Background: an optimization exercise with open tools, aiming at small area, a short achievable clock period and few clock cycles per item. Do not read the settings as production practice. Function was checked by simulation only, so behaviour that the tests miss may differ from the original. Power and IR drop assume default switching activity.

===== design/flow/constraint.sdc =====
create_clock -name core_clock -period 10.0 [get_ports {clk}]
set_input_delay 2.0000 -clock core_clock [delete_from_list [all_inputs] [get_ports {clk}]]
set_output_delay 2.0000 -clock core_clock [all_outputs]
set_load 0.01 [all_outputs]

===== design/flow/run.sh =====
#!/bin/bash
# synth_recipe.tcl (not shown) runs the flow's synth.tcl, then flattens the netlist and writes it again
# the make line also repeats each setting of config.mk as NAME=value (left out here)
make -C /OpenROAD-flow-scripts/flow DESIGN_CONFIG=/design/flow/config.mk WORK_HOME=/design/flow/orfs CLKGATE_MAP_FILE= SYNTH_SCRIPT=/design/flow/synth_recipe.tcl finish

===== design/flow/design.v =====
module aq_exec (
    input  wire        clk,
    input  wire        rst,
    input  wire        in_valid,
    output wire        in_ready,
    input  wire [31:0] in_insn,
    input  wire [31:0] in_a,       
    input  wire [31:0] in_b,       
    output wire        out_valid,
    input  wire        out_ready,
    output reg  [3:0]  out_rd,
    output reg         out_we,
    output reg  [31:0] out_result,
    output reg  [1:0]  out_fault   
);
    localparam OP_ADD  = 6'd2,  OP_SUB  = 6'd3,  OP_XOR  = 6'd4,  OP_OR   = 6'd5;
    localparam OP_AND  = 6'd6,  OP_SHR  = 6'd7,  OP_SHL  = 6'd8,  OP_ADDI = 6'd9;
    localparam OP_SUBI = 6'd10, OP_XORI = 6'd11, OP_ORI  = 6'd12, OP_ANDI = 6'd13;
    localparam OP_LUI  = 6'd26, OP_MUL  = 6'd30, OP_DIV  = 6'd31;
    localparam F_NONE = 2'd0, F_DBZ = 2'd1, F_ILL = 2'd2;
    localparam S_IDLE = 2'd0, S_EXEC = 2'd1, S_DIV = 2'd2, S_DONE = 2'd3;
    reg [1:0]  state;
    reg [31:0] insn_q, a_q, b_q;
    wire [5:0]  op   = insn_q[31:26];
    wire [4:0]  rs3  = insn_q[25:21];
    wire [4:0]  rs1  = insn_q[20:16];
    wire [4:0]  rs2  = insn_q[15:11];
    wire [31:0] imm  = {{16{insn_q[15]}}, insn_q[15:0]};
    wire is_rfmt = (op >= OP_ADD && op <= OP_SHL) || op == OP_MUL || op == OP_DIV;
    wire is_gfmt = (op >= OP_ADDI && op <= OP_ANDI);
    wire is_lui  = (op == OP_LUI);
    reg legal;
    always @(*) begin
        if (is_rfmt)      legal = !rs3[4] && !rs1[4] && !rs2[4];
        else if (is_gfmt) legal = !rs3[4] && !rs1[4];
        else if (is_lui)  legal = !rs3[4];
        else              legal = 1'b0;
    end
    wire [31:0] opb = is_gfmt ? imm : b_q;
    wire [31:0] product = a_q * b_q;
    reg [31:0] alu_res;
    always @(*) begin
        case (op)
            OP_ADD, OP_ADDI: alu_res = a_q + opb;
            OP_SUB, OP_SUBI: alu_res = a_q - opb;
            OP_XOR, OP_XORI: alu_res = a_q ^ opb;
            OP_OR,  OP_ORI:  alu_res = a_q | opb;
            OP_AND, OP_ANDI: alu_res = a_q & opb;
            OP_SHR:          alu_res = a_q >> b_q[4:0];
            OP_SHL:          alu_res = a_q << b_q[4:0];
            OP_LUI:          alu_res = imm << 12;
            OP_MUL:          alu_res = product;
            default:         alu_res = 32'd0;
        endcase
    end
    reg [31:0] div_rem, div_quo, div_den;
    reg [4:0]  div_cnt;
    reg        div_neg;
    wire [32:0] div_shift = {div_rem, div_quo[31]};
    wire [32:0] div_diff  = div_shift - {1'b0, div_den};
    wire [31:0] a_mag = a_q[31] ? -a_q : a_q;
    wire [31:0] b_mag = b_q[31] ? -b_q : b_q;
    wire [31:0] div_quo_next = {div_quo[30:0], !div_diff[32]};
    wire [31:0] div_rem_next = div_diff[32] ? div_shift[31:0] : div_diff[31:0];
    assign in_ready  = (state == S_IDLE) || (state == S_DONE && out_ready);
    assign out_valid = (state == S_DONE);
    always @(posedge clk) begin
        if (rst) begin
            state      <= S_IDLE;
            insn_q     <= 32'd0;
            a_q        <= 32'd0;
            b_q        <= 32'd0;
            div_rem    <= 32'd0;
            div_quo    <= 32'd0;
            div_den    <= 32'd0;
            div_cnt    <= 5'd0;
            div_neg    <= 1'b0;
            out_rd     <= 4'd0;
            out_we     <= 1'b0;
            out_result <= 32'd0;
            out_fault  <= F_NONE;
        end else begin
            case (state)
                S_IDLE, S_DONE: begin
                    if (in_valid && in_ready) begin
                        insn_q <= in_insn;
                        a_q    <= in_a;
                        b_q    <= in_b;
                        state  <= S_EXEC;
                    end else if (state == S_DONE && out_ready) begin
                        state  <= S_IDLE;
                    end
                end
                S_EXEC: begin
                    out_rd <= rs3[3:0];
                    if (!legal) begin
                        out_we     <= 1'b0;
                        out_result <= 32'd0;
                        out_fault  <= F_ILL;
                        state      <= S_DONE;
                    end else if (op == OP_DIV && b_q == 32'd0) begin
                        out_we     <= 1'b0;
                        out_result <= 32'd0;
                        out_fault  <= F_DBZ;
                        state      <= S_DONE;
                    end else if (op == OP_DIV) begin
                        div_rem <= 32'd0;
                        div_quo <= a_mag;
                        div_den <= b_mag;
                        div_neg <= a_q[31] ^ b_q[31];
                        div_cnt <= 5'd0;
                        state   <= S_DIV;
                    end else begin
                        out_we     <= (rs3[3:0] != 4'd0);
                        out_result <= alu_res;
                        out_fault  <= F_NONE;
                        state      <= S_DONE;
                    end
                end
                S_DIV: begin
                    div_rem <= div_rem_next;
                    div_quo <= div_quo_next;
                    div_cnt <= div_cnt + 5'd1;
                    if (div_cnt == 5'd31) begin
                        out_we     <= (out_rd != 4'd0);
                        out_result <= div_neg ? -div_quo_next : div_quo_next;
                        out_fault  <= F_NONE;
                        state      <= S_DONE;
                    end
                end
            endcase
        end
    end
endmodule

===== design/flow/config.mk =====
export PLATFORM = sky130hd
export DESIGN_NAME = aq_exec
export DESIGN_NICKNAME = aq_exec
export VERILOG_FILES = /design/flow/design.v
export SDC_FILE = /design/flow/constraint.sdc
export NUM_CORES = 4
export LEC_CHECK = 0
export CAP_MARGIN = 20
export CORE_MARGIN = 2
export CORE_UTILIZATION = 40
export SLEW_MARGIN = 20

==> summary.txt <==
-- state kept, by name, summed over array words and instances, names as in the netlist --
signal,flops
div_den,32
div_neg,1
out_fault,2
state,2
out_we,1
out_result,32
a_q,32
insn_q,28
div_cnt,5
div_rem,32
out_rd,4
div_quo,32
b_q,32
-- stage by stage --
step	hold WS (ps)	cell area, µm²	total power, W
CTS	457	40400	0.0110
detailed placement	450	39300	0.00973
floorplan	431	36700	0.00687
global route	487	40400	0.0118
finish	457	40400	0.0112
global placement	445	39300	0.00971
-- routing by layer --
metal	vias to the layer above	wire length, µm	global-route usage, %
li1	15400	-	-
met1	17000	61700	42.0
met2	1634	65100	49.0
met3	418	15200	7.79
met4	8	9720	16.9
met5	-	120	0
-- final timing paths --
path / startpoint / to / slack [ps] / depth (start not counted)
setup / recovery: b_q[9] / out_result[21] / 1350 / 25
hold / removal: div_den[31] / div_den[31] / 460 / 2
setup reg to reg: b_q[9] / out_result[21] / 1350 / 25
hold reg to reg: div_den[31] / div_den[31] / 460 / 2
-- kinds of logic after synthesis --
group                      count (synthesis)  synth area share (%)
and+or+nand+nor                         1553                  19.4
AOI/OAI and AO/OA                        978                  16.9
buffers and inverters                    853                  8.78
adders and majority gates                671                  31.3
xor gates and xnor gates                 238                  5.68
DFF                                      235                  12.8
muxes                                    148                  5.09
-- critical path, cell delays in order, from the launching register on --
cell      delay (ps)
dfxtp_1         1050
nand2_1          170
fa_1             440
inv_1             80
fa_1             430
fa_1             510
inv_1             50
fa_1             470
inv_1             50
fa_1             500
inv_1             50
fa_1             530
inv_1             50
fa_1             490
fa_1             440
ha_1             400
inv_1            110
nor2_1           170
nand4_1          110
o21ai_0          640
a21boi_0         330
xnor2_1          320
a221oi_1         730
nor2_1           130
o221ai_1         210
a21oi_1           60
-- synth_stat cells, drive strengths merged (9+ instances only) --
master   instances
mux2            39
a21o            37
nand4           16
o31ai           36
clkbuf         285
a221o           10
a211oi          80
or4             18
o21bai           9
inv            509
nor3            51
o221ai          11
nor2b           18
a211o           11
o41ai           16
mux4            27
xnor2          185
buf             54
nand2          679
a2111oi          9
nand2b          22
o21a            16
dfxtp          235
mux2i           82
o211ai          38
nor2           358
a221oi          21
o21ai          190
a21oi          330
fa             410
xor2            53
nor4            12
o2111ai          9
a31oi           25
and3            21
and2           247
or3             26
nand3           46
ha             261
o22ai           17
a22oi           52
-- power breakdown --
group / switching, W / internal, W / total [W]
sequential: 0.000455 / 0.00112 / 0.00157
combinational: 0.00552 / 0.00291 / 0.00843
clock: 0.000497 / 0.000688 / 0.00119
total: 0.00647 / 0.00471 / 0.0112
-- cell type report --
cell class	count	share of cell area, %
timing repair buffer	262	5.75
inverter	514	4.78
clock buffer	42	2.17
antenna	3	0.0186
sequential	235	11.7
multi-input combinational	3588	71.5
tap	1186	3.68
clock inverter	14	0.409
==> results by group <==
Critical path
  – Max FO, Critical Path: 18
  – WP data required: 10520 ps
  – Critical path class: reg2reg
  – CP startpoint kind: register
  – Worst EP arrival: 9160 ps
  – Endpoint class of the critical path: register

STA
  – Setup TNS: 0 ps
  – Setup ws final: 1350 ps
  – Worst slew margin: 21.5%
  – Max Transition Viols Final: 0
  – Unrepaired setup endpoints after global routing: false
  – Fin crit period: 8650 ps
  – Final setup vio count: 0
  – Clock Skew: 19.3 ps
  – Fmax: 116 MHz
  – Period Utilization, post-route: 86.5%
  – Final Hold Viols: 0
  – Tightest Pin Transition: 1170 ps

Route
  – Pre-antenna DRT Iters: 8
  – Final WL: 152000 µm
  – Routed len/inst: 26.0 µm
  – Initial detailed-routing violation count: 3589
  – DRC: 0
  – ANT nets after route: 0
  – Vias: 34500
  – Routed vias/inst: 5.90

Floorplanning
  – Total core area: 91200 µm²
  – Chip height: 307 µm
  – Die Wd: 307 µm
  – Die ar.: 94200 µm²
  – Ports: 141
  – Row Count: 111
  – Initial Utilization: 40.2%

Logic synthesis
  – #FFs+latches synth: 235
  – Sequential area share after synthesis: 12.8%
  – Synthesized netlist cell count: 4676
  – Mapped Area: 36700 µm²
  – Net Count, Synth: 5447
  – Synth cell types: 81
  – Area contributors post-synth: fa_1 (22%), dfxtp_1 (13%), ha_1 (8.9%), nand2_1 (6.9%), inv_1 (5.2%)
  – Syn. warnings: 1
  – Cell taking the most area after synthesis: fa_1
  – Synth Flop Type: dfxtp_1
  – EDFF count, synth: 0
  – Mean post-synth cell area: 7.85 µm²
  – Ys async rst share: 0%
  – Post-synth top area share: 22.4%

Clocking
  – H-tree Lvls: 1
  – Post-CTS Resized: 0
  – Hold_buf cts: 0
  – Worst-case clock buffer depth: 3
  – Post-CTS Setup Inserts: 0
  – CTS tree: built
  – CTS Sinks: 235
  – Clock latency on the worst-skew pair: 630 ps
  – Clk slew on worst S/H paths: 60 ps
  – TritonCTS Buffers: 31
  – CTS root buf: clkbuf_16

Layout
  – Non-Filler Instances: 5844
  – Commonest non-fill, non-tap cell in the layout: nand2_1
  – # fillers: 9361
  – Multi-input logic area: 28900 µm²
  – Most frequent cells in the layout: nand2_1 (679), inv_1 (506), fa_1 (410)
  – Fraction of layout cells with a size suffix above 1: 6.44%
  – Area growth syn-to-layout: 10.0%
  – Final core occ: 44.2%
  – Sequential cell area: 4720 µm²
  – Final nets: 5403

Job
  – MaxCap Viol Count: 0

Global routing
  – First-pass GRT wire length: 225000 µm
  – Vias in the first global route: 34000
  – GRT overflow: 0
  – Tot GR Track Use: 32.1%
  – Pin count of the biggest net entering global routing: 81
  – Initial antenna violation count: 7

Outcome
  – Status: finished clean

Place
  – Gp weighted congestion: 1.08
  – Placed cells: 5785
  – Pre-CTS setup slack: 1510 ps
  – I/O Buffers: 136
  – Post-DP HPWL: 117000 µm

Hold path
  – Min-Delay Path Class: reg2reg

Pwr
  – Cell Pwr Density: 277 nW/µm²
  – Worst IR drop on VDD: 771 µV
  – LEAKAGE: 17.4 nW
Testbench counts, summed over its fixed seeds: cycles 57,576, items 16,000.

-- afterwards: timing with drivers on the ports --
No port has a modelled driver above. Below, the same layout with a new extraction and two added sets of constraints.
Step 1 (the two cells are an assumption about what drives the block):
set clk [get_ports {clk}]
set_driving_cell -lib_cell sky130_fd_sc_hd__clkbuf_16 $clk
set_driving_cell -lib_cell sky130_fd_sc_hd__buf_2 [delete_from_list [all_inputs] $clk]
Step 2 moves the port delays by t, midway between the first and last clock arrival at a register: inputs arrive t later, outputs are due t later. That takes back most of the time a late clock gives input paths.
Three values: ideal ports, drivers, drivers and shift; two values: the first two.
t, ns: 0.690
slack for setup (ns): 1.352 / 1.352 / 1.352
worst hold slack (ns): 0.457 / 0.457 / 0.457
After both steps setup and hold are still met in this run. The setup slack of this run moves by 0.000 ns with the drivers and by 0.000 ns with both steps.
